Background: an optimization exercise with open tools, aiming at small area, a short achievable clock period and few clock cycles. Do not read the settings as production practice. Function was checked by simulation only, so behaviour that the tests miss may differ from the original. Power and IR drop assume default switching activity.

[design/flow/config.mk]
export PLATFORM = sky130hd
export DESIGN_NAME = modfield_unit
export DESIGN_NICKNAME = modfield_unit
export VERILOG_FILES = /design/flow/design.v
export SDC_FILE = /design/flow/constraint.sdc
export NUM_CORES = 4
export LEC_CHECK = 0
export CAP_MARGIN = 20
export CORE_MARGIN = 2
export CORE_UTILIZATION = 40
export PLACE_DENSITY = 0.6
export SETUP_SLACK_MARGIN = 5
export SLEW_MARGIN = 20
[design/flow/constraint.sdc]
create_clock -name core_clock -period 12.0 [get_ports {clk}]
set_input_delay 2.4000 -clock core_clock [delete_from_list [all_inputs] [get_ports {clk}]]
set_output_delay 2.4000 -clock core_clock [all_outputs]
set_load 0.01 [all_outputs]
[design/flow/design.v]
module modfield_unit (
  input  wire        clk,
  input  wire        rst,
  input  wire        start,
  input  wire [2:0]  op,
  input  wire [63:0] a,
  input  wire [63:0] b,
  input  wire [63:0] m,
  output wire        busy,
  output wire        done,
  output wire [63:0] result,
  output wire        err
);
  localparam [2:0] OP_MADD = 3'd0;
  localparam [2:0] OP_MSUB = 3'd1;
  localparam [2:0] OP_MMUL = 3'd2;
  localparam [2:0] OP_MPOW = 3'd3;
  localparam [2:0] OP_MINV = 3'd4;
  localparam integer I_IDLE  = 0;
  localparam integer I_RED   = 1;    
  localparam integer I_REDE  = 2;    
  localparam integer I_PST   = 3;    
  localparam integer I_MSET  = 4;    
  localparam integer I_MUL   = 5;    
  localparam integer I_NEG   = 6;    
  localparam integer I_ADD   = 7;    
  localparam integer I_ALIGN = 8;    
  localparam integer I_SUB   = 9;    
  localparam integer I_DONE  = 10;
  localparam integer NST     = 11;
  reg  [NST-1:0] st;
  reg  [2:0]  op_r;
  reg         redm;       
  reg         rb;         
  reg         sq;         
  reg  [63:0] M, X, Y, P, E;
  reg  [6:0]  cnt;
  reg  [6:0]  ecnt;
  reg         par;
  reg         xq;
  reg         err_r;
  assign busy   = !(st[I_IDLE] || st[I_DONE]);
  assign done   = st[I_DONE];
  assign result = P;
  assign err    = err_r;
  wire euc = st[I_ALIGN] || st[I_SUB];
  wire        dbl   = st[I_RED] || st[I_MUL];
  wire [63:0] N     = M;
  wire        v_y   = st[I_ADD] || (st[I_RED] && !redm && X[63]) ||
                      (st[I_MUL] && xq && !sq);
  wire        v_x   = st[I_MUL] && xq && sq;
  wire        v_b   = st[I_RED] && redm && X[63];
  wire [63:0] addv  = ({64{v_y}} & Y) | ({64{v_x}} & X) | {63'd0, v_b};
  wire [66:0] pv    = dbl ? {2'b0, P, 1'b0} : {3'b0, P};
  wire [66:0] av    = {3'b0, addv};
  wire [66:0] n1    = ~{3'b0, N};
  wire [66:0] n2    = ~{2'b0, N, 1'b0};
  wire [66:0] h1    = pv ^ av ^ n1;
  wire [66:0] c1    = {((pv[65:0] & av[65:0]) | (pv[65:0] & n1[65:0]) |
                        (av[65:0] & n1[65:0])), 1'b0};
  wire [66:0] h2    = pv ^ av ^ n2;
  wire [66:0] c2    = {((pv[65:0] & av[65:0]) | (pv[65:0] & n2[65:0]) |
                        (av[65:0] & n2[65:0])), 1'b0};
  wire [66:0] s0, s1, s2;
  pfx_add #(67) u_s0 (.a(pv), .b(av), .ci(1'b0), .s(s0));
  pfx_add #(67) u_s1 (.a(h1), .b(c1), .ci(1'b1), .s(s1));
  pfx_add #(67) u_s2 (.a(h2), .b(c2), .ci(1'b1), .s(s2));
  wire        ge1   = !s1[66];
  wire        ge2   = !s2[66];
  wire [63:0] step_next = ge2 ? s2[63:0] : (ge1 ? s1[63:0] : s0[63:0]);
  wire [7:0]  x8     = redm ? X[63:56] : 8'd0;
  wire [64:0] sk_v   = {1'b0, P[55:0], x8};
  wire        sk_lt  = (P[63:56] == 8'd0) && (sk_v < {1'b0, M});
  wire        skip   = sk_lt && (redm || (X[63:56] == 8'd0)) &&
                       (cnt[6:3] != 4'd0);
  wire [6:0]  c_red  = cnt - (skip ? 7'd8 : 7'd1);
  reg  [6:0]  mlen;
  integer     i;
  always @(*) begin
    mlen = 7'd0;
    for (i = 0; i < 64; i = i + 1)
      if (M[i]) mlen = i[6:0] + 7'd1;
  end
  wire [6:0]  xi      = st[I_MSET] ? mlen - 7'd1 : cnt - 7'd2;
  wire [63:0] xsrc    = st[I_MSET] ? P : X;
  wire        xq_next = xsrc[xi[5:0]];
  wire        e_norm = (ecnt == 7'd0) || E[63];
  wire        e_sk8  = (E[63:56] == 8'd0);
  wire [63:0] e_nx   = e_sk8 ? {E[55:0], 8'd0} : {E[62:0], 1'b0};
  wire [6:0]  ec_nx  = e_sk8 ? ((ecnt[6:3] != 4'd0) ? ecnt - 7'd8 : 7'd0)
                             : ecnt - 7'd1;
  wire        u_add  = st[I_SUB];
  wire [63:0] u_a    = u_add ? E : euc ? Y : M;
  wire [63:0] u_b    = u_add ? X : euc ? E : P;
  wire [63:0] u_s;
  pfx_add #(64, 6) u_us (.a(u_a), .b(u_add ? u_b : ~u_b), .ci(!u_add), .s(u_s));
  always @(posedge clk) begin
    if (rst) begin
      st <= {{(NST-1){1'b0}}, 1'b1};
    end else begin
      st <= {NST{1'b0}};
      if (st[I_IDLE] || st[I_DONE]) begin
        if (start) begin
          op_r  <= op;
          M     <= m;
          X     <= a;
          E     <= b;
          P     <= 64'd0;
          cnt   <= 7'd64;
          ecnt  <= 7'd64;
          redm  <= 1'b1;
          rb    <= 1'b0;
          err_r <= 1'b0;
          st[I_RED] <= 1'b1;
        end else begin
          st[I_IDLE] <= 1'b1;
        end
      end
      if (st[I_RED]) begin
        X   <= skip ? {X[55:0], 8'd0} : {X[62:0], 1'b0};
        cnt <= c_red;
        if (op_r == OP_MPOW && !e_norm) begin
          E    <= e_nx;
          ecnt <= ec_nx;
        end
        if (c_red == 7'd0) begin
          if (!redm)
            st[I_DONE] <= 1'b1;                  
          else if (rb)
            st[(op_r == OP_MSUB) ? I_NEG : I_ADD] <= 1'b1;
          else
            st[I_REDE] <= 1'b1;
        end else begin
          st[I_RED] <= 1'b1;
        end
      end
      if (st[I_REDE]) begin
        case (op_r)
          OP_MMUL: begin
            X    <= E;
            Y    <= P;
            P    <= 64'd0;
            cnt  <= 7'd64;
            redm <= 1'b0;
            st[I_RED] <= 1'b1;
          end
          OP_MPOW: begin
            st[I_PST] <= 1'b1;
          end
          OP_MINV: begin
            P    <= M;
            M    <= P;
            Y    <= M;
            E    <= 64'd0;
            X    <= 64'd1;
            cnt  <= 7'd0;
            par  <= 1'b1;
            st[I_ALIGN] <= 1'b1;
          end
          default: begin
            Y    <= P;
            X    <= E;
            P    <= 64'd0;
            cnt  <= 7'd64;
            rb   <= 1'b1;
            st[I_RED] <= 1'b1;
          end
        endcase
      end
      if (st[I_PST]) begin
        if (!e_norm) begin
          E    <= e_nx;
          ecnt <= ec_nx;
          st[I_PST] <= 1'b1;
        end else if (ecnt == 7'd0) begin
          P    <= 64'd1;
          st[I_DONE] <= 1'b1;
        end else begin
          Y    <= P;
          E    <= {E[62:0], 1'b0};
          ecnt <= ecnt - 7'd1;
          sq   <= 1'b1;
          if (ecnt == 7'd1)
            st[I_DONE] <= 1'b1;
          else
            st[I_MSET] <= 1'b1;
        end
      end
      if (st[I_MSET]) begin
        X   <= P;
        P   <= 64'd0;
        cnt <= mlen;
        xq  <= xq_next;
        st[I_MUL] <= 1'b1;
      end
      if (st[I_MUL]) begin
        cnt <= cnt - 7'd1;
        xq  <= xq_next;
        if (cnt == 7'd1) begin
          if (sq && E[63]) begin
            sq <= 1'b0;
            st[I_MSET] <= 1'b1;
          end else begin
            E    <= {E[62:0], 1'b0};
            ecnt <= ecnt - 7'd1;
            sq   <= 1'b1;
            if (ecnt == 7'd1)
              st[I_DONE] <= 1'b1;
            else
              st[I_MSET] <= 1'b1;
          end
        end else begin
          st[I_MUL] <= 1'b1;
        end
      end
      if (st[I_NEG]) begin
        P <= u_s;
        st[I_ADD] <= 1'b1;
      end
      if (st[I_ADD]) begin
        st[I_DONE] <= 1'b1;
      end
      if (st[I_ALIGN]) begin
        if (cnt == 7'd0 && M == 64'd0) begin
          err_r <= (P != 64'd1);
          P     <= par ? u_s : E;
          st[I_DONE] <= 1'b1;
        end else if (ge2 && !M[63]) begin
          cnt <= cnt + 7'd1;
          st[I_ALIGN] <= 1'b1;
        end else begin
          st[I_SUB] <= 1'b1;
        end
      end
      if (st[I_SUB]) begin
        par <= par ^ (cnt == 7'd0);
        if (cnt == 7'd0) begin
          P   <= M;
          E   <= X;
          st[I_ALIGN] <= 1'b1;
        end else begin
          M   <= {1'b0, M[63:1]};
          X   <= {1'b0, X[63:1]};
          cnt <= cnt - 7'd1;
          st[I_SUB] <= 1'b1;
        end
      end
      if (st[I_ALIGN] && !(cnt == 7'd0 && M == 64'd0) && ge2 && !M[63]) begin
        M <= {M[62:0], 1'b0};
        X <= {X[62:0], 1'b0};
      end
      if (st[I_SUB]) begin
        if (cnt == 7'd0) begin
          M <= step_next;
          X <= ge1 ? u_s : E;
        end else begin
          if (ge1) E <= u_s;
        end
      end
      if (st[I_RED])
        P <= skip ? {P[55:0], x8} : step_next;
      if (st[I_MUL] || st[I_ADD] || (st[I_SUB] && cnt != 7'd0))
        P <= step_next;
    end
  end
endmodule
module pfx_add #(parameter W = 67, parameter LV = 7) (
  input  wire [W-1:0] a,
  input  wire [W-1:0] b,
  input  wire         ci,
  output wire [W-1:0] s
);
  wire [W-1:0] g0 = a & b;
  wire [W-1:0] p0 = a ^ b;
  wire [W-1:0] gl [0:LV];
  wire [W-1:0] pl [0:LV];
  assign gl[0] = {g0[W-1:1], g0[0] | (p0[0] & ci)};
  assign pl[0] = p0;
  genvar l, j;
  generate
    for (l = 0; l < LV; l = l + 1) begin : lev
      for (j = 0; j < W; j = j + 1) begin : bit_
        if ((j >> l) & 1) begin : op
          assign gl[l+1][j] = gl[l][j] | (pl[l][j] & gl[l][((j >> l) << l) - 1]);
          assign pl[l+1][j] = pl[l][j] & pl[l][((j >> l) << l) - 1];
        end else begin : pass
          assign gl[l+1][j] = gl[l][j];
          assign pl[l+1][j] = pl[l][j];
        end
      end
    end
  endgenerate
  assign s = p0 ^ {gl[LV][W-2:0], ci};
endmodule
[design/flow/run.sh]
#!/bin/bash
# synth_recipe.tcl (not shown) runs the flow's synth.tcl, then flattens the netlist and writes it again
# the make line also repeats each setting of config.mk as NAME=value (left out here)
make -C /OpenROAD-flow-scripts/flow DESIGN_CONFIG=/design/flow/config.mk WORK_HOME=/design/flow/orfs CLKGATE_MAP_FILE= SYNTH_SCRIPT=/design/flow/synth_recipe.tcl finish
==> impl_metrics.toml, run 1 <==
[synthesis]
synth_warnings = 3
postSynthCellCount = 6968
synth_largest_area_cell = "edfxtp_1"
async_flop_share = 0
ys_seq_area_frac = 0.2011
synthesis.nets = 7642
synth_edf_count = 343
synthDistinctLibCells = 105
synth_area_um2 = 52320
synth_area_leaders = "edfxtp_1, ha_1, nand2_1"
avgSynthCellArea_um2 = 7.509
yosys_register_bits = 354
synth_top_area_share = 0.1969
synthFlopType = "edfxtp_1"

[power_and_ir_drop]
p_switching_uw = 4768
clkPwrFrac = 0.196
seq_power_share = 0.208
pwr_density_cell_nw_per_um2 = 160.2
ir_drop_v = 0.0001278
swShare = 0.5084
p_comb_frac = 0.596
p_int_uw = 4610
p_leak_uw = 0.02277

[global_route]
grt_pass1_vias = 53930
grt_pass1_wl_mm = 401.6
busiest_layer = "met1"
grt.overflow.total = 0
grt_usage = 0.4137
met1_usage = 0.5769
met2_usage = 0.5577
grt_start_max_net_pins = 206
grtUsageMet3 = 0.1594
antenna_found_initial = 13

[clocking]
cts_root_buffer = "clkbuf_16"
cts_num_sinks = 354
cts_buffers = 51
clockBufferDepth = 3
cts_max_level = 2
cts.clk_slew.worst_paths_ns = 0.07
tritoncts = "yes"
insertion_delay_ns = 0.72

[critical_path]
critical_path_buf_inv_count = 1
cp-end-kind = "flop"
reg2reg_depth = 16
criticalPathCategory = "flop to flop"
r2r_slack_ns = 5.02
slowest_stage = "a2111oi_2"
worstPathArrival_ns = 7.43
worstPathCellList = "buf_6 -> mux2i_1 -> o21ai_0 -> ha_1 -> nand4_1 -> a21oi_1 -> a2111oi_2 -> a2111o_1 -> a2111oi_2 -> o21ai_1 -> a211oi_1 -> a211oi_1 -> xnor2_1 -> a2bb2oi_1 -> o21ai_0 -> a21o_1"
cp-start-kind = "flop"
crit_required_ns = 12.45
timing.rr.start = "st[8]$_SDFF_PP0_"
r2r-end = "P[63]$_DFFE_PN_"
critical_path.max_stage_delay_ns = 0.94
cp_max_fo = 47
cp.depth = 16
path_delay_family = "compound AO/OA/AOI/OAI gates"

[cells_and_area]
mostFrequentLayoutCells = "nand2_1, a21oi_1, o21ai_0"
layout.cells.non_filler = 8583
area_growth_pct = 11.86
final_common_cell = "nand2_1"
drive_gt1_frac = 0.07972
final_nets = 7468

[floorplanning]
ios = 265
fp-row-count = 132
die_h_um = 365.7
dieArea_um2 = 133700
die_x_um = 365.7
core-area_um2 = 129600
initial_utilization = 0.4036

[timing]
relSlewSlack = 0.1120
finClkSkew_ns = 0.05977
rsz0062_at_grt = "false"
period_minus_slack_ns = 6.982
whs_ns = 0.4836
report.final.hold_viol_count = 0
tightest_slew_ns = 1.320
setup_tns_ns = 0
post-route-period-util = 0.5818
setup_violations = 0
fmax_mhz = 143.2
slew_viol_final = 0

[worst_hold_path]
min_delay_path_depth = 1
hold_end = "st[2]$_SDFF_PP0_"
hold_class = "flop to flop"
min_from = "rb$_DFFE_PN_"

[detailed_routing]
wl_per_cell_um = 33.57
via_per_inst = 6.908
dr.first_iter.drc_count = 10740
dr_total_vias = 59290
drt_first_pass_iters = 10
wl_mm = 288.1
drc = 0
drtAntennaViolNets = 0

[placement]
place_inst = 8465
io_buffers = 264
dp_hpwl_mm = 204.4
place.gp.congestion = 1.013

[status]
status = "complete, no violations"

[job]
max-cap-violations = 0
[power by group through the flow]
| stage | Clock (uW) | Combinational [uW] | Sequential [uW] |
|---|---|---|---|
| final | 1840 | 5590 | 1950 |
| after global routing | 1860 | 5880 | 1940 |
| after CTS | 1820 | 5280 | 1910 |
| after detailed placement | 0 | 5200 | 1940 |
| after global placement | 0 | 5190 | 1940 |
| after floorplan | 0 | 3440 | 1680 |
[stage by stage]
stage / cell area, um2 / util / setup slack (ns) / total power (uW)
global route: 58510 / 0.4513 / 5.028 / 9678
detailed placement: 56150 / 0.4331 / 3.622 / 7134
CTS: 58270 / 0.4495 / 4.962 / 9012
floorplan: 52330 / - / 4.220 / 5113
global placement: 56150 / 0.4331 / 3.715 / 7127
finish: 58530 / 0.4514 / 5.018 / 9377
[worst reg2reg max path: cells and delay by family, from the launching register on]
family	cells	cell delay, ns
AO/OA/AOI/OAI	11	4.09
XOR/XNOR	1	0.50
adder cells (fa/ha/maj)	1	0.41
buffers and inverters	1	0.57
flip-flops	1	0.73
multiplexers	1	0.29
AND/OR/NAND/NOR	1	0.11
[cells by family after synthesis]
kind of cell / Yosys count / share of synthesized area
XOR/XNOR: 218 / 0.03649
buffers and inverters: 1119 / 0.08284
adder cells (fa/ha/maj): 476 / 0.1356
multiplexers: 345 / 0.07000
AO/OA/AOI/OAI: 2547 / 0.3115
flip-flops: 354 / 0.2011
AND/OR/NAND/NOR: 1909 / 0.1625
[flip-flops by register name (all words and copies together), names as in the netlist, 3 cells and up]
register,count
E,64
M,64
P,64
X,64
Y,64
cnt,7
ecnt,7
op_r,3
st,11
[worst max-delay path by stage]
| stage | start | end | slack [ns] |
|---|---|---|---|
| finish | st[8]$_SDFF_PP0_ | P[63]$_DFFE_PN_ | 5.02 |
| global route | st[1]$_SDFF_PP0_ | P[40]$_DFFE_PN_ | 5.03 |
| CTS | redm$_DFFE_PN_ | M[38]$_DFFE_PN_ | 4.96 |
| detailed placement | st[1]$_SDFF_PP0_ | E[62]$_DFFE_PN_ | 3.62 |
| global placement | st[1]$_SDFF_PP0_ | E[61]$_DFFE_PN_ | 3.72 |
| floorplan | rst | E[0]$_DFFE_PN_ | 4.22 |
[final cells by class]
class                           count  area, um2
Clock inverter                     38      580.6
Sequential cell                   354      10540
Timing Repair Buffer              475       4504
Multi-Input combinational cell   5499      37840
Inverter                          413       1554
Fill cell                       13080      71120
Tap cell                         1742       2180
Antenna cell                        5      12.51
Clock buffer                       57       1319
[per-layer routing]
metal | vias to the layer above | routed length [um]
met3 | 938 | 46520
met2 | 5037 | 110000
met5 | - | 145
li1 | 25090 | -
met1 | 28210 | 115700
met4 | 16 | 15760
[what timing repair did]
item,in CTS,in global routing
hold buffers,0,0
pin swaps,5,3
endpoints found under the setup margin,264,192
buffers inserted,4,8
cloned,4,2
gates resized for setup,31,27
[cell usage after synthesis, types with 15 or more instances]
cell type  count
nand2_1      956
a21oi_1      692
clkbuf_1     576
o21ai_0      561
inv_1        413
nor2_1       385
edfxtp_1     343
ha_1         324
mux2i_1      205
a211oi_1     197
o211ai_1     162
fa_1         152
mux2_2       137
a22oi_1      127
xnor2_1      113
nor3_1       110
o22ai_1      110
a31oi_1      105
xor2_1       105
a21o_1        91
nand3_1       77
and3_1        70
a22o_1        67
buf_2         64
and2_1        58
nor2b_1       54
buf_1         48
o21a_1        40
nand4_1       38
a2111oi_0     37
nand2b_1      37
o221ai_1      35
a221oi_1      34
nor4_1        33
o31ai_1       33
o21ai_1       31
o21bai_1      31
a211o_1       22
a222oi_1      20
or3_1         20
a221o_1       19
a21boi_0      15
or4_1         15
Testbench counts, summed over its fixed seeds: cycles 530,544.
==> run 2: changes to the inputs <==
--- a/design/flow/design.v
+++ b/design/flow/design.v
@@ -27,7 +27,8 @@
   localparam integer I_ALIGN = 8;    
   localparam integer I_SUB   = 9;    
   localparam integer I_DONE  = 10;
-  localparam integer NST     = 11;
+  localparam integer I_FIN   = 11;   
+  localparam integer NST     = 12;
   reg  [NST-1:0] st;
   reg  [2:0]  op_r;
   reg         redm;       
@@ -39,17 +40,20 @@
   reg         par;
   reg         xq;
   reg         err_r;
+  reg         dblq;       
+  reg         vyq;        
+  reg         vxq;        
+  reg         vbq;        
   assign busy   = !(st[I_IDLE] || st[I_DONE]);
   assign done   = st[I_DONE];
   assign result = P;
   assign err    = err_r;
   wire euc = st[I_ALIGN] || st[I_SUB];
-  wire        dbl   = st[I_RED] || st[I_MUL];
+  wire        dbl   = dblq;
   wire [63:0] N     = M;
-  wire        v_y   = st[I_ADD] || (st[I_RED] && !redm && X[63]) ||
-                      (st[I_MUL] && xq && !sq);
-  wire        v_x   = st[I_MUL] && xq && sq;
-  wire        v_b   = st[I_RED] && redm && X[63];
+  wire        v_y   = vyq;
+  wire        v_x   = vxq;
+  wire        v_b   = vbq;
   wire [63:0] addv  = ({64{v_y}} & Y) | ({64{v_x}} & X) | {63'd0, v_b};
   wire [66:0] pv    = dbl ? {2'b0, P, 1'b0} : {3'b0, P};
   wire [66:0] av    = {3'b0, addv};
@@ -74,14 +78,15 @@
   wire        skip   = sk_lt && (redm || (X[63:56] == 8'd0)) &&
                        (cnt[6:3] != 4'd0);
   wire [6:0]  c_red  = cnt - (skip ? 7'd8 : 7'd1);
-  reg  [6:0]  mlen;
+  wire        x63_nx = skip ? X[55] : X[62];
+  reg  [6:0]  plen;
   integer     i;
   always @(*) begin
-    mlen = 7'd0;
+    plen = 7'd0;
     for (i = 0; i < 64; i = i + 1)
-      if (M[i]) mlen = i[6:0] + 7'd1;
+      if (P[i]) plen = i[6:0] + 7'd1;
   end
-  wire [6:0]  xi      = st[I_MSET] ? mlen - 7'd1 : cnt - 7'd2;
+  wire [6:0]  xi      = st[I_MSET] ? plen - 7'd1 : cnt - 7'd2;
   wire [63:0] xsrc    = st[I_MSET] ? P : X;
   wire        xq_next = xsrc[xi[5:0]];
   wire        e_norm = (ecnt == 7'd0) || E[63];
@@ -89,9 +94,13 @@
   wire [63:0] e_nx   = e_sk8 ? {E[55:0], 8'd0} : {E[62:0], 1'b0};
   wire [6:0]  ec_nx  = e_sk8 ? ((ecnt[6:3] != 4'd0) ? ecnt - 7'd8 : 7'd0)
                              : ecnt - 7'd1;
-  wire        u_add  = st[I_SUB];
-  wire [63:0] u_a    = u_add ? E : euc ? Y : M;
-  wire [63:0] u_b    = u_add ? X : euc ? E : P;
+  wire        u_add  = euc;
+  wire [63:0] u_a    = u_add ? E : st[I_FIN] ? Y : M;
+  wire [63:0] u_b    = u_add ? X : st[I_FIN] ? E : P;
+  wire        m_zero = (M == 64'd0);
+  wire        al_fin = st[I_ALIGN] && cnt == 7'd0 && m_zero;
+  wire        al_up  = st[I_ALIGN] && !(cnt == 7'd0 && m_zero) && ge2 && !M[63];
+  wire        subact = st[I_SUB] || (st[I_ALIGN] && !(cnt == 7'd0 && m_zero) && !(ge2 && !M[63]));
   wire [63:0] u_s;
   pfx_add #(64, 6) u_us (.a(u_a), .b(u_add ? u_b : ~u_b), .ci(!u_add), .s(u_s));
   always @(posedge clk) begin
@@ -99,6 +108,10 @@
       st <= {{(NST-1){1'b0}}, 1'b1};
     end else begin
       st <= {NST{1'b0}};
+      dblq <= 1'b0;
+      vyq  <= 1'b0;
+      vxq  <= 1'b0;
+      vbq  <= 1'b0;
       if (st[I_IDLE] || st[I_DONE]) begin
         if (start) begin
           op_r  <= op;
@@ -111,6 +124,8 @@
           redm  <= 1'b1;
           rb    <= 1'b0;
           err_r <= 1'b0;
+          dblq  <= 1'b1;
+          vbq   <= a[63];
           st[I_RED] <= 1'b1;
         end else begin
           st[I_IDLE] <= 1'b1;
@@ -131,8 +146,13 @@
           else
             st[I_REDE] <= 1'b1;
         end else begin
+          dblq <= 1'b1;
+          vbq  <= redm && x63_nx;
+          vyq  <= !redm && x63_nx;
           st[I_RED] <= 1'b1;
         end
+        if (c_red == 7'd0 && rb && op_r != OP_MSUB)
+          vyq <= 1'b1;                           
       end
       if (st[I_REDE]) begin
         case (op_r)
@@ -142,6 +162,8 @@
             P    <= 64'd0;
             cnt  <= 7'd64;
             redm <= 1'b0;
+            dblq <= 1'b1;
+            vyq  <= E[63];
             st[I_RED] <= 1'b1;
           end
           OP_MPOW: begin
@@ -163,6 +185,8 @@
             P    <= 64'd0;
             cnt  <= 7'd64;
             rb   <= 1'b1;
+            dblq <= 1'b1;
+            vbq  <= E[63];
             st[I_RED] <= 1'b1;
           end
         endcase
@@ -189,8 +213,11 @@
       if (st[I_MSET]) begin
         X   <= P;
         P   <= 64'd0;
-        cnt <= mlen;
+        cnt <= (plen == 7'd0) ? 7'd1 : plen;
         xq  <= xq_next;
+        dblq <= 1'b1;
+        vyq  <= xq_next && !sq;
+        vxq  <= xq_next && sq;
         st[I_MUL] <= 1'b1;
       end
       if (st[I_MUL]) begin
@@ -210,56 +237,53 @@
               st[I_MSET] <= 1'b1;
           end
         end else begin
+          dblq <= 1'b1;
+          vyq  <= xq_next && !sq;
+          vxq  <= xq_next && sq;
           st[I_MUL] <= 1'b1;
         end
       end
       if (st[I_NEG]) begin
         P <= u_s;
+        vyq <= 1'b1;
         st[I_ADD] <= 1'b1;
       end
       if (st[I_ADD]) begin
         st[I_DONE] <= 1'b1;
       end
-      if (st[I_ALIGN]) begin
-        if (cnt == 7'd0 && M == 64'd0) begin
-          err_r <= (P != 64'd1);
-          P     <= par ? u_s : E;
-          st[I_DONE] <= 1'b1;
-        end else if (ge2 && !M[63]) begin
-          cnt <= cnt + 7'd1;
-          st[I_ALIGN] <= 1'b1;
-        end else begin
-          st[I_SUB] <= 1'b1;
-        end
+      if (st[I_FIN]) begin
+        err_r <= (P != 64'd1);
+        P     <= par ? u_s : E;
+        st[I_DONE] <= 1'b1;
+      end
+      if (al_fin)
+        st[I_FIN] <= 1'b1;
+      if (al_up) begin
+        cnt <= cnt + 7'd1;
+        M   <= {M[62:0], 1'b0};
+        X   <= {X[62:0], 1'b0};
+        st[I_ALIGN] <= 1'b1;
       end
-      if (st[I_SUB]) begin
+      if (subact) begin
         par <= par ^ (cnt == 7'd0);
         if (cnt == 7'd0) begin
           P   <= M;
           E   <= X;
+          M   <= step_next;
+          X   <= ge1 ? u_s : E;
           st[I_ALIGN] <= 1'b1;
         end else begin
+          P   <= step_next;
+          if (ge1) E <= u_s;
           M   <= {1'b0, M[63:1]};
           X   <= {1'b0, X[63:1]};
           cnt <= cnt - 7'd1;
           st[I_SUB] <= 1'b1;
         end
       end
-      if (st[I_ALIGN] && !(cnt == 7'd0 && M == 64'd0) && ge2 && !M[63]) begin
-        M <= {M[62:0], 1'b0};
-        X <= {X[62:0], 1'b0};
-      end
-      if (st[I_SUB]) begin
-        if (cnt == 7'd0) begin
-          M <= step_next;
-          X <= ge1 ? u_s : E;
-        end else begin
-          if (ge1) E <= u_s;
-        end
-      end
       if (st[I_RED])
         P <= skip ? {P[55:0], x8} : step_next;
-      if (st[I_MUL] || st[I_ADD] || (st[I_SUB] && cnt != 7'd0))
+      if (st[I_MUL] || st[I_ADD])
         P <= step_next;
     end
   end
==> design/flow/flow/run.sh (new file) <==
#!/bin/bash
set -e
MARGIN=6.5
bash standard.sh SETUP_SLACK_MARGIN=$MARGIN finish > standard.log 2>&1
==> design/flow/standard.sh (new file) <==
#!/bin/bash
# synth_recipe.tcl (not shown) runs the flow's synth.tcl, then flattens the netlist and writes it again
# the make line also repeats each setting of config.mk as NAME=value (left out here)
make -C /OpenROAD-flow-scripts/flow DESIGN_CONFIG=/design/flow/config.mk WORK_HOME=/design/flow/orfs CLKGATE_MAP_FILE= SYNTH_SCRIPT=/design/flow/synth_recipe.tcl "${@:-finish}"
removed: design/flow/run.sh
==> run 2 against run 1 <==
Net effect: final cell count is 11% higher; clock skew decreased by 0.025 ns; worst hold slack better by 0.026 ns; non-clock buffer count up 390; synthesized area increased by 5.0%; core utilization is 6.0 points higher; combinational power grew 140%; global-route usage up 3.5 points; synthesized cell count up 8.4%; clock power shrank 11%; sequential share of layout area fell by 2.7 points; setup slack improved by 1.2 ns; largest cell class unchanged; highest routed layer unchanged.
==> impl_metrics.toml, run 2 <==
[synthesis]
synth.mux.area_fraction = 0.04960
synthXorXnorAreaFrac = 0.03190
synth_top_area_share = 0.1892
synthesis.nets = 8226
async_flop_share = 0
synthTopCellsByCount = "nand2_1, o21ai_0, a21oi_1"
synth_fa_ha_area_frac = 0.1295
synth_area_leaders = "edfxtp_1, nand2_1, ha_1"
synth.most_common_cell = "nand2_1"
synth_warnings = 3
synth_largest_area_cell = "edfxtp_1"
synthDistinctLibCells = 111
synthFlopType = "edfxtp_1"
synth_top_family_by_area = "compound AO/OA/AOI/OAI gates"
synth_compound_area_frac = 0.3325
postSynthCellCount = 7551
synth_edf_count = 346
ys_seq_area_frac = 0.1936
yosys_register_bits = 358
synth_simple_gate_area_frac = 0.1765
avgSynthCellArea_um2 = 7.273
synth_area_um2 = 54920

[cells_and_area]
fillers = 13120
final_common_cell = "nand2_1"
drive_gt1_frac = 0.1725
final_nets = 8412
area_growth_pct = 26.40
mostFrequentLayoutCells = "nand2_1, a21oi_1, o21ai_0"
multi_input_area_um2 = 43440
regArea_um2 = 10650

[critical_path]
path_delay_family = "compound AO/OA/AOI/OAI gates"
worstPathCellList = "buf_4 -> mux2i_1 -> o21ai_0 -> ha_1 -> nand4_1 -> nor4_4 -> nor4b_4 -> buf_4 -> a2111oi_4 -> buf_4 -> o31a_1 -> or2_1 -> a31oi_1 -> xnor2_1 -> mux2i_1 -> a21oi_1 -> or2_0 -> o211a_1"
cp-end-kind = "flop"
cp-start-kind = "flop"
critical_path_buf_inv_count = 3
worstPathArrival_ns = 6.33
timing.rr.start = "st[11]$_SDFF_PP0_"
cpMostUsedCell = "buf_4"
cp_max_fo = 8
crit_required_ns = 12.51
slowest_stage = "xnor2_1"
criticalPathCategory = "flop to flop"
cp-startpoint = "st[11]$_SDFF_PP0_"
critical_path.max_stage_delay_ns = 0.85

[timing]
rsz0062_at_grt = "true"
tightest_slew_ns = 1.265
setup_tns_ns = 0
slew_viol_final = 0
setup_violations = 0
period_minus_slack_ns = 5.825
report.final.hold_viol_count = 0
worst_slack_ns = 6.175
fmax_mhz = 171.7
post-route-period-util = 0.4854
relSlewSlack = 0.1570
finClkSkew_ns = 0.03450

[clocking]
insertion_delay_ns = 0.66
cts_root_buffer = "clkbuf_16"
cts_hold_buf = 0
cts_buffers = 48
cts.clk_slew.worst_paths_ns = 0.07
tritoncts = "yes"
cts_num_sinks = 358
cts_max_level = 2
clockBufferDepth = 3

[placement]
io_buffers = 264
dp_slack_ns = 4.371
dp_hpwl_mm = 225.5
place.gp.congestion = 1.060

[global_route]
antenna_found_initial = 18
grt_pass1_vias = 60200
grt.overflow.total = 0
grt_start_max_net_pins = 140
grt_usage = 0.4484
grt_pass1_wl_mm = 459.3

[floorplanning]
dieArea_um2 = 140300
core-area_um2 = 135800
initial_utilization = 0.4044
die_h_um = 374.5
die_x_um = 374.5
ios = 265
fp-row-count = 135

[detailed_routing]
drtAntennaViolNets = 0
drc = 0
via_per_inst = 7.323
drt_first_pass_iters = 12
dr_total_vias = 70000
wl_mm = 351.6
dr.first_iter.drc_count = 14200
wl_per_cell_um = 36.78

[job]
max-cap-violations = 0

[power_and_ir_drop]
p_comb_frac = 0.781
seq_power_share = 0.124
clkPwrFrac = 0.094
p_int_uw = 7537
p_leak_uw = 0.02733
ir_drop_v = 0.0001835
pwr_density_cell_nw_per_um2 = 249.4
p_switching_uw = 9777
swShare = 0.5647

[worst_hold_path]
min_from = "rb$_DFFE_PN_"
hold_class = "flop to flop"

[status]
status = "complete, no violations"
run 2: cell types whose count changed after synthesis, moves of 75 or more:
cell	before	now
mux2_2	137	33
nand2_1	956	1240
o21ai_0	561	652
nand3_1	77	156
a211oi_1	197	115
inv_1	413	488
run 2: logic make-up (layout without fill, tap and decap cells):
group / after synthesis / after routing
buffers and inverters: 1233 / 1439
adders and majority gates: 477 / 477
xor gates and xnor gates: 200 / 200
AOI/OAI and AO/OA: 2795 / 2800
other: 0 / 7
muxes: 263 / 263
and+or+nand+nor: 2225 / 2235
DFF: 358 / 358
run 2: repair_timing:
action                                 CTS  global route
setup endpoints to repair              276           268
endpoints found under the hold margin    0             0
gates resized for setup                350           643
pin swaps                               40           234
cloned                                  36            51
buffers inserted                       123           204
run 2: cell type report:
class	count	area share
Multi-Input combinational cell	5975	0.6259
Sequential cell	358	0.1534
Timing Repair Buffer	865	0.1383
Tap cell	1781	0.03210
Inverter	489	0.02677
Clock buffer	61	0.01889
Clock inverter	24	0.004398
Antenna cell	7	0.0002523
run 2: final timing paths:
check | cells after the start | slack (ns) | endpoint
max | 18 | 6.17 | P[53]$_DFFE_PN_
min | 1 | 0.51 | st[2]$_SDFF_PP0_
max reg2reg | 18 | 6.17 | P[53]$_DFFE_PN_
min reg2reg | 1 | 0.51 | st[2]$_SDFF_PP0_
run 2: power by group through the flow:
stage	Combinational (uW)	Clock, uW	Sequential [uW]
CTS	10800	1590	2120
detailed placement	9640	0	2300
floorplan	6300	0	1900
global placement	9630	0	2310
global route	13800	1630	2130
finish	13500	1630	2150
run 2: metal layers:
metal	part of all wire	GRT usage	routed length, um	vias up
li1	-	-	-	28060
met2	0.36	0.5871	128200	7254
met5	0.00094	0	330	-
met1	0.36	0.6055	127800	32950
met3	0.19	0.2113	66120	1721
met4	0.083	0.2222	29180	18
run 2: through the flow:
step           cell area [um2]  total power (uW)  hold slack [ns]    util  instances
4_1_cts                  63650             14490           0.4994  0.4687       9296
3_5_place_dp             58730             11940           0.4912  0.4325       9052
2_1_floorplan            54930              8195           0.4483       -       7551
6_report                 69420             17310           0.5095  0.5111       9560
3_3_place_gp             58730             11930           0.4872  0.4324       9052
5_1_grt                  69400             17610           0.5138  0.5110       9555
Testbench counts of run 2, summed over its fixed seeds: cycles 461,493.
==> run 3: changes to the inputs <==
==> design/flow/flow/run.sh (replaced) <==
#!/bin/bash
set -e
MARGIN=6.0
bash standard.sh SETUP_SLACK_MARGIN=$MARGIN finish > standard.log 2>&1
==> run 3 against run 2 <==
Net effect: still clean on timing, DRC and antenna; total power shrank 14%; final cell count shrank 2.9%; core utilization decreased by 4.9 points; synthesized cell count did not move; sequential cell count unchanged; clock-buffer cell count is 5 lower; global-route usage down 0.87 points; setup slack got worse by 0.26 ns; critical path depth is the same; sequential share of layout area increased by 1.6 points; maximum frequency fell by 4.3%; critical path type unchanged; largest cell class unchanged.
==> impl_metrics.toml, run 3 <==
[timing]
report.final.hold_viol_count = 0
tightest_slew_ns = 1.300
slew_viol_final = 0
rsz0062_at_grt = "false"
post-route-period-util = 0.5070
relSlewSlack = 0.1315
fmax_mhz = 164.4
finClkSkew_ns = 0.02836
setup_tns_ns = 0
period_minus_slack_ns = 6.084
whs_ns = 0.4943
setup_violations = 0

[clocking]
clockBufferDepth = 3
cts.clk_slew.worst_paths_ns = 0.07
cts_max_level = 2
insertion_delay_ns = 0.67
cts_buffers = 49
cts_root_buffer = "clkbuf_16"
cts_num_sinks = 358
tritoncts = "yes"

[global_route]
grt_pass1_wl_mm = 451.8
antenna_found_initial = 20
grt_usage = 0.4397
grt_start_max_net_pins = 182
grt.overflow.total = 0
grt_pass1_vias = 59650

[critical_path]
crit_required_ns = 12.40
timing.rr.start = "P[11]$_DFFE_PN_"
cp-start-kind = "flop"
cp-startpoint = "P[11]$_DFFE_PN_"
worstPathArrival_ns = 6.49
cp-end-kind = "flop"
criticalPathCategory = "flop to flop"
cp_max_fo = 33

[synthesis]
ys_seq_area_frac = 0.1936
synth_largest_area_cell = "edfxtp_1"
synth.most_common_cell = "nand2_1"
synth_top_area_share = 0.1892
synthTopCellsByCount = "nand2_1, o21ai_0, a21oi_1"
synthDistinctLibCells = 111
postSynthCellCount = 7551
yosys_register_bits = 358
synthFlopType = "edfxtp_1"
synth_edf_count = 346
synthesis.nets = 8226
avgSynthCellArea_um2 = 7.273
synth_area_um2 = 54920
async_flop_share = 0
synth_area_leaders = "edfxtp_1, nand2_1, ha_1"
synth_warnings = 3

[placement]
io_buffers = 264
place.gp.congestion = 1.024
dp_hpwl_mm = 228.7
placed_area_um2 = 58690
place_inst = 9047

[cells_and_area]
drive_gt1_frac = 0.08659
final_nets = 8132
regArea_um2 = 10650
layout.cells.non_filler = 9287
fillers = 13660
final_common_cell = "nand2_1"
mostFrequentLayoutCells = "nand2_1, a21oi_1, o21ai_0"
multi_input_area_um2 = 40430
area_growth_pct = 14.18
finalInstanceArea_um2 = 62700

[status]
status = "complete, no violations"

[power_and_ir_drop]
ir_drop_v = 0.0001419
p_leak_uw = 0.02472
pwr_density_cell_nw_per_um2 = 238.2

[detailed_routing]
dr_total_vias = 66870
drtAntennaViolNets = 0
drt_first_pass_iters = 12
wl_per_cell_um = 35.70
dr.first_iter.drc_count = 13620
wl_mm = 331.5
drc = 0
via_per_inst = 7.200

[floorplanning]
die_h_um = 374.5
initial_utilization = 0.4044
fp-row-count = 135
die_x_um = 374.5
ios = 265
dieArea_um2 = 140300
core-area_um2 = 135800

[worst_hold_path]
min_from = "rb$_DFFE_PN_"
hold_class = "flop to flop"

[job]
max-cap-violations = 0
-- run 3: what timing repair did --
action,in CTS,in global routing
setup endpoints to repair,274,261
cloned,10,15
hold buffers,0,0
pin swaps,17,27
setup buffers,58,56
endpoints found under the hold margin,0,0
gates resized for setup,141,105
-- run 3: worst paths after layout --
path | to | slack, ns | depth (start not counted)
worst max-delay path | P[63]$_DFFE_PN_ | 5.92 | 18
worst min-delay path | st[2]$_SDFF_PP0_ | 0.49 | 1
worst max register to register | P[63]$_DFFE_PN_ | 5.92 | 18
worst min register to register | st[2]$_SDFF_PP0_ | 0.49 | 1
-- run 3: cells by family (layout without fill, tap and decap cells) --
group | Yosys count | count (layout) | synth area share
compound gates | 2795 | 2799 | 0.3325
simple gates | 2225 | 2228 | 0.1765
buf+inv | 1233 | 1170 | 0.08646
fa+ha+maj | 477 | 477 | 0.1295
flops | 358 | 358 | 0.1936
mux | 263 | 263 | 0.04960
xor+xnor | 200 | 200 | 0.03190
other cells | 0 | 11 | 0
-- run 3: stage by stage --
| stage | setup slack [ns] | total power, uW | utilization |
|---|---|---|---|
| 6_report | 5.916 | 14930 | 0.4617 |
| 5_1_grt | 5.941 | 15330 | 0.4615 |
| 4_1_cts | 5.961 | 13910 | 0.4532 |
| 3_5_place_dp | 4.194 | 11980 | 0.4322 |
| 3_3_place_gp | 4.219 | 11980 | 0.4321 |
| 2_1_floorplan | 4.168 | 8194 | - |
-- run 3: routing by layer --
layer  track usage  part of all wire  wire, um
met3        0.1958              0.18     59960
met1        0.6053              0.38    126800
met4        0.2032             0.065     21480
met5             0           0.00048       160
met2        0.5771              0.37    123100
-- run 3: worst max-delay path: stages (launching register included) --
cell and delay [ns]:
edfxtp_1 0.32, buf_4 0.30, inv_1 0.30, o21ai_0 0.65, fa_1 0.54, ha_1 0.34
o21a_1 0.16, o2111ai_1 0.16, a21boi_1 0.27, nand2b_1 0.13, a21oi_4 0.35, o2111ai_4 0.23
a211o_4 0.44, a21o_4 0.32, a31oi_4 0.23, buf_8 0.33, o32ai_1 0.18, a22oi_1 0.38
o22ai_1 0.16
-- run 3: power by group --
| part | internal [uW] | total [uW] | switching (uW) |
|---|---|---|---|
| clock network | 870 | 1590 | 722 |
| registers | 1680 | 2220 | 537 |
| logic | 3760 | 11100 | 7360 |
| total | 6310 | 14900 | 8620 |
-- run 3: area by class of cell --
cell class / instances / share of cell area
Antenna cell: 11 / 0.0004390
Clock buffer: 56 / 0.02031
Clock inverter: 33 / 0.005148
Inverter: 489 / 0.02945
Multi-Input combinational cell: 5967 / 0.6448
Sequential cell: 358 / 0.1698
Tap cell: 1781 / 0.03554
Timing Repair Buffer: 592 / 0.09455
==> run 4: changes to the inputs <==
==> design/flow/flow/run.sh (replaced) <==
#!/bin/bash
set -e
MARGIN=5.6
bash standard.sh SETUP_SLACK_MARGIN=$MARGIN finish > standard.log 2>&1
==> run 4 against run 3 <==
Net effect: worst hold slack improved by 0.0055 ns; sequential cell count is the same; largest power group unchanged; die area stayed put; via count fell by 1.8%; synthesized area unchanged; maximum frequency down 6.4%; largest cell class unchanged; final area decreased by 2.0%.
==> impl_metrics.toml, run 4 <==
[clocking]
cts_num_sinks = 358
cts.clk_slew.worst_paths_ns = 0.07
cts_root_buffer = "clkbuf_16"
cts_max_level = 2
cts_hold_buf = 0
cts_buffers = 49
insertion_delay_ns = 0.67
clockBufferDepth = 3
tritoncts = "yes"

[timing]
setup_violations = 0
whs_ns = 0.4997
relSlewSlack = 0.09671
tightest_slew_ns = 1.341
rsz0062_at_grt = "true"
post-route-period-util = 0.5419
report.final.hold_viol_count = 0
fmax_mhz = 153.8
slew_viol_final = 0
setup_tns_ns = 0
finClkSkew_ns = 0.02760
period_minus_slack_ns = 6.503

[critical_path]
worstPathArrival_ns = 6.96
cp-end-kind = "flop"
cp-start-kind = "flop"
crit_required_ns = 12.45
critical_path_buf_inv_count = 1
critical_path.max_stage_delay_ns = 0.76
path_delay_family = "compound AO/OA/AOI/OAI gates"
slowest_stage = "edfxtp_1"
cp_max_fo = 34
worstPathCellList = "a22o_1 -> fa_1 -> ha_1 -> a21oi_1 -> nor2_1 -> a211oi_1 -> and3_1 -> a21oi_4 -> o2111ai_4 -> a211oi_4 -> o21ai_4 -> clkbuf_8 -> nand2_1 -> o211ai_1 -> a22oi_1 -> o221ai_1"
criticalPathCategory = "flop to flop"

[placement]
place.gp.congestion = 1.024
dp_hpwl_mm = 228.7
io_buffers = 264
placed_area_um2 = 58690

[global_route]
antenna_found_initial = 18
grt_pass1_wl_mm = 447.7
grt_start_max_net_pins = 182
grt.overflow.total = 0
grt_usage = 0.4351
grt_pass1_vias = 59310

[synthesis]
synth.most_common_cell = "nand2_1"
synth_area_um2 = 54920
synth_top_area_share = 0.1892
synthDistinctLibCells = 111
yosys_register_bits = 358
synthFlopType = "edfxtp_1"
async_flop_share = 0
ys_seq_area_frac = 0.1936
synthTopCellsByCount = "nand2_1, o21ai_0, a21oi_1"
synth_largest_area_cell = "edfxtp_1"
synth_area_leaders = "edfxtp_1, nand2_1, ha_1"
postSynthCellCount = 7551
synth_warnings = 3
synthesis.nets = 8226
synth_edf_count = 346
avgSynthCellArea_um2 = 7.273

[cells_and_area]
mostFrequentLayoutCells = "nand2_1, o21ai_0, a21oi_1"
multi_input_area_um2 = 40070
drive_gt1_frac = 0.07044
final_common_cell = "nand2_1"
regArea_um2 = 10640
final_nets = 8062
final_util = 0.4525
fillers = 13760
area_growth_pct = 11.90
finalInstanceArea_um2 = 61450

[detailed_routing]
wl_mm = 321.6
wl_per_cell_um = 34.89
dr.first_iter.drc_count = 13110
drt_first_pass_iters = 8
dr_total_vias = 65650
via_per_inst = 7.123
drtAntennaViolNets = 0
drc = 0

[floorplanning]
die_h_um = 374.5
dieArea_um2 = 140300
fp-row-count = 135
core-area_um2 = 135800
initial_utilization = 0.4044
die_x_um = 374.5
ios = 265

[worst_hold_path]
hold_class = "flop to flop"

[power_and_ir_drop]
p_leak_uw = 0.02414
pwr_density_cell_nw_per_um2 = 237.0
ir_drop_v = 0.0001336

[status]
status = "complete, no violations"

[job]
max-cap-violations = 0
[run 4: cell count changes in the layout (fill, tap and decap cells not counted), moves of 5 or more]
| cell | delta |
|---|---|
| buf_4 | -41 |
| o21ai_0 | +22 |
| o21ai_1 | -14 |
| clkbuf_16 | -12 |
| a211oi_1 | +5 |
| a22o_1 | +5 |
| a22o_2 | -5 |
| buf_8 | -5 |
| o21ai_2 | -5 |
[run 4: what timing repair did]
item / CTS / global route
pin swaps: 7 / 9
gates resized for setup: 69 / 61
setup buffers: 41 / 21
endpoints found under the setup margin: 268 / 210
gates cloned: 6 / 1
[run 4: final cells by class]
class,instances,area share
Sequential cell,358,0.1732
Antenna cell,10,0.0004072
Clock buffer,56,0.02073
Multi-Input combinational cell,5964,0.6521
Tap cell,1781,0.03626
Inverter,489,0.03005
Timing Repair Buffer,525,0.08197
Clock inverter,33,0.005253
[run 4: worst reg2reg max path: cells and delay by family, from the launching register on]
family / cells / cell delay (ns)
adder cells (fa/ha/maj): 2 / 0.87
buffers and inverters: 1 / 0.40
flip-flops: 1 / 0.76
AND/OR/NAND/NOR: 3 / 0.74
AO/OA/AOI/OAI: 10 / 3.53
[run 4: worst paths after layout]
path | slack (ns) | end | cells after the start | from
setup reg to reg | 5.50 | P[34]$_DFFE_PN_ | 16 | X[7]$_DFFE_PN_
setup / recovery | 5.50 | P[34]$_DFFE_PN_ | 16 | X[7]$_DFFE_PN_
hold / removal | 0.50 | st[2]$_SDFF_PP0_ | 1 | rb$_DFFE_PN_
hold reg to reg | 0.50 | st[2]$_SDFF_PP0_ | 1 | rb$_DFFE_PN_
[run 4: stage by stage]
step | std cells | setup WS (ns) | total power [uW]
global placement | 9046 | 4.219 | 11980
finish | 9216 | 5.497 | 14570
detailed placement | 9047 | 4.194 | 11980
CTS | 9183 | 5.569 | 13740
global route | 9206 | 5.579 | 15010
floorplan | 7551 | 4.168 | 8194
[run 4: kinds of logic after synthesis]
| logic type | synth area share |
|---|---|
| mux | 0.04960 |
| simple gates | 0.1765 |
| fa+ha+maj | 0.1295 |
| compound gates | 0.3325 |
| xor+xnor | 0.03190 |
| flops | 0.1936 |
| buf+inv | 0.08646 |
[run 4: power breakdown]
part	leakage [uW]	switching, uW	total [uW]	internal, uW
combinational	0.0199	7170	10800	3580
clock	0.000752	724	1590	870
sequential	0.00352	538	2220	1680
[run 4: per-layer routing]
metal,up-vias,share of wire,GRT usage
met2,6108,0.37,0.5737
met5,-,0.00048,0
met3,1010,0.18,0.1867
li1,27320,-,-
met1,31190,0.39,0.6042
met4,18,0.056,0.1930

## afterwards: timing with drivers on the ports
The results above use ideal ports. As a check the final layouts listed here were re-extracted and re-timed, cells and wires unchanged. Step 1: set_driving_cell puts a clkbuf_16 on clk and a buf_2 on each other input, an assumption about the parent block. Step 2 adds t to the input delays and takes it off the output delays; t is the mean of the earliest and latest rising clock arrival at the registers after step 1. Input paths then give back, and output paths get back, about the clock's delay inside the block. a / b / c = ideal ports / drivers / drivers and shift; a / b = the first two.
run	t, ns	slack for setup (ns)	cell pins on the clock port's net
run 1	0.768	5.018 / 5.018 / 5.018	1
run 2	0.718	6.175 / 6.175 / 5.798	1
run 3	0.740	5.916 / 5.916 / 5.487	1
run 4	0.732	5.497 / 5.497 / 5.258	1
After both steps setup and hold are still met in every run listed. The setup slack of run 3, which loses most, moves by 0.000 ns with the drivers and by -0.429 ns with both steps.
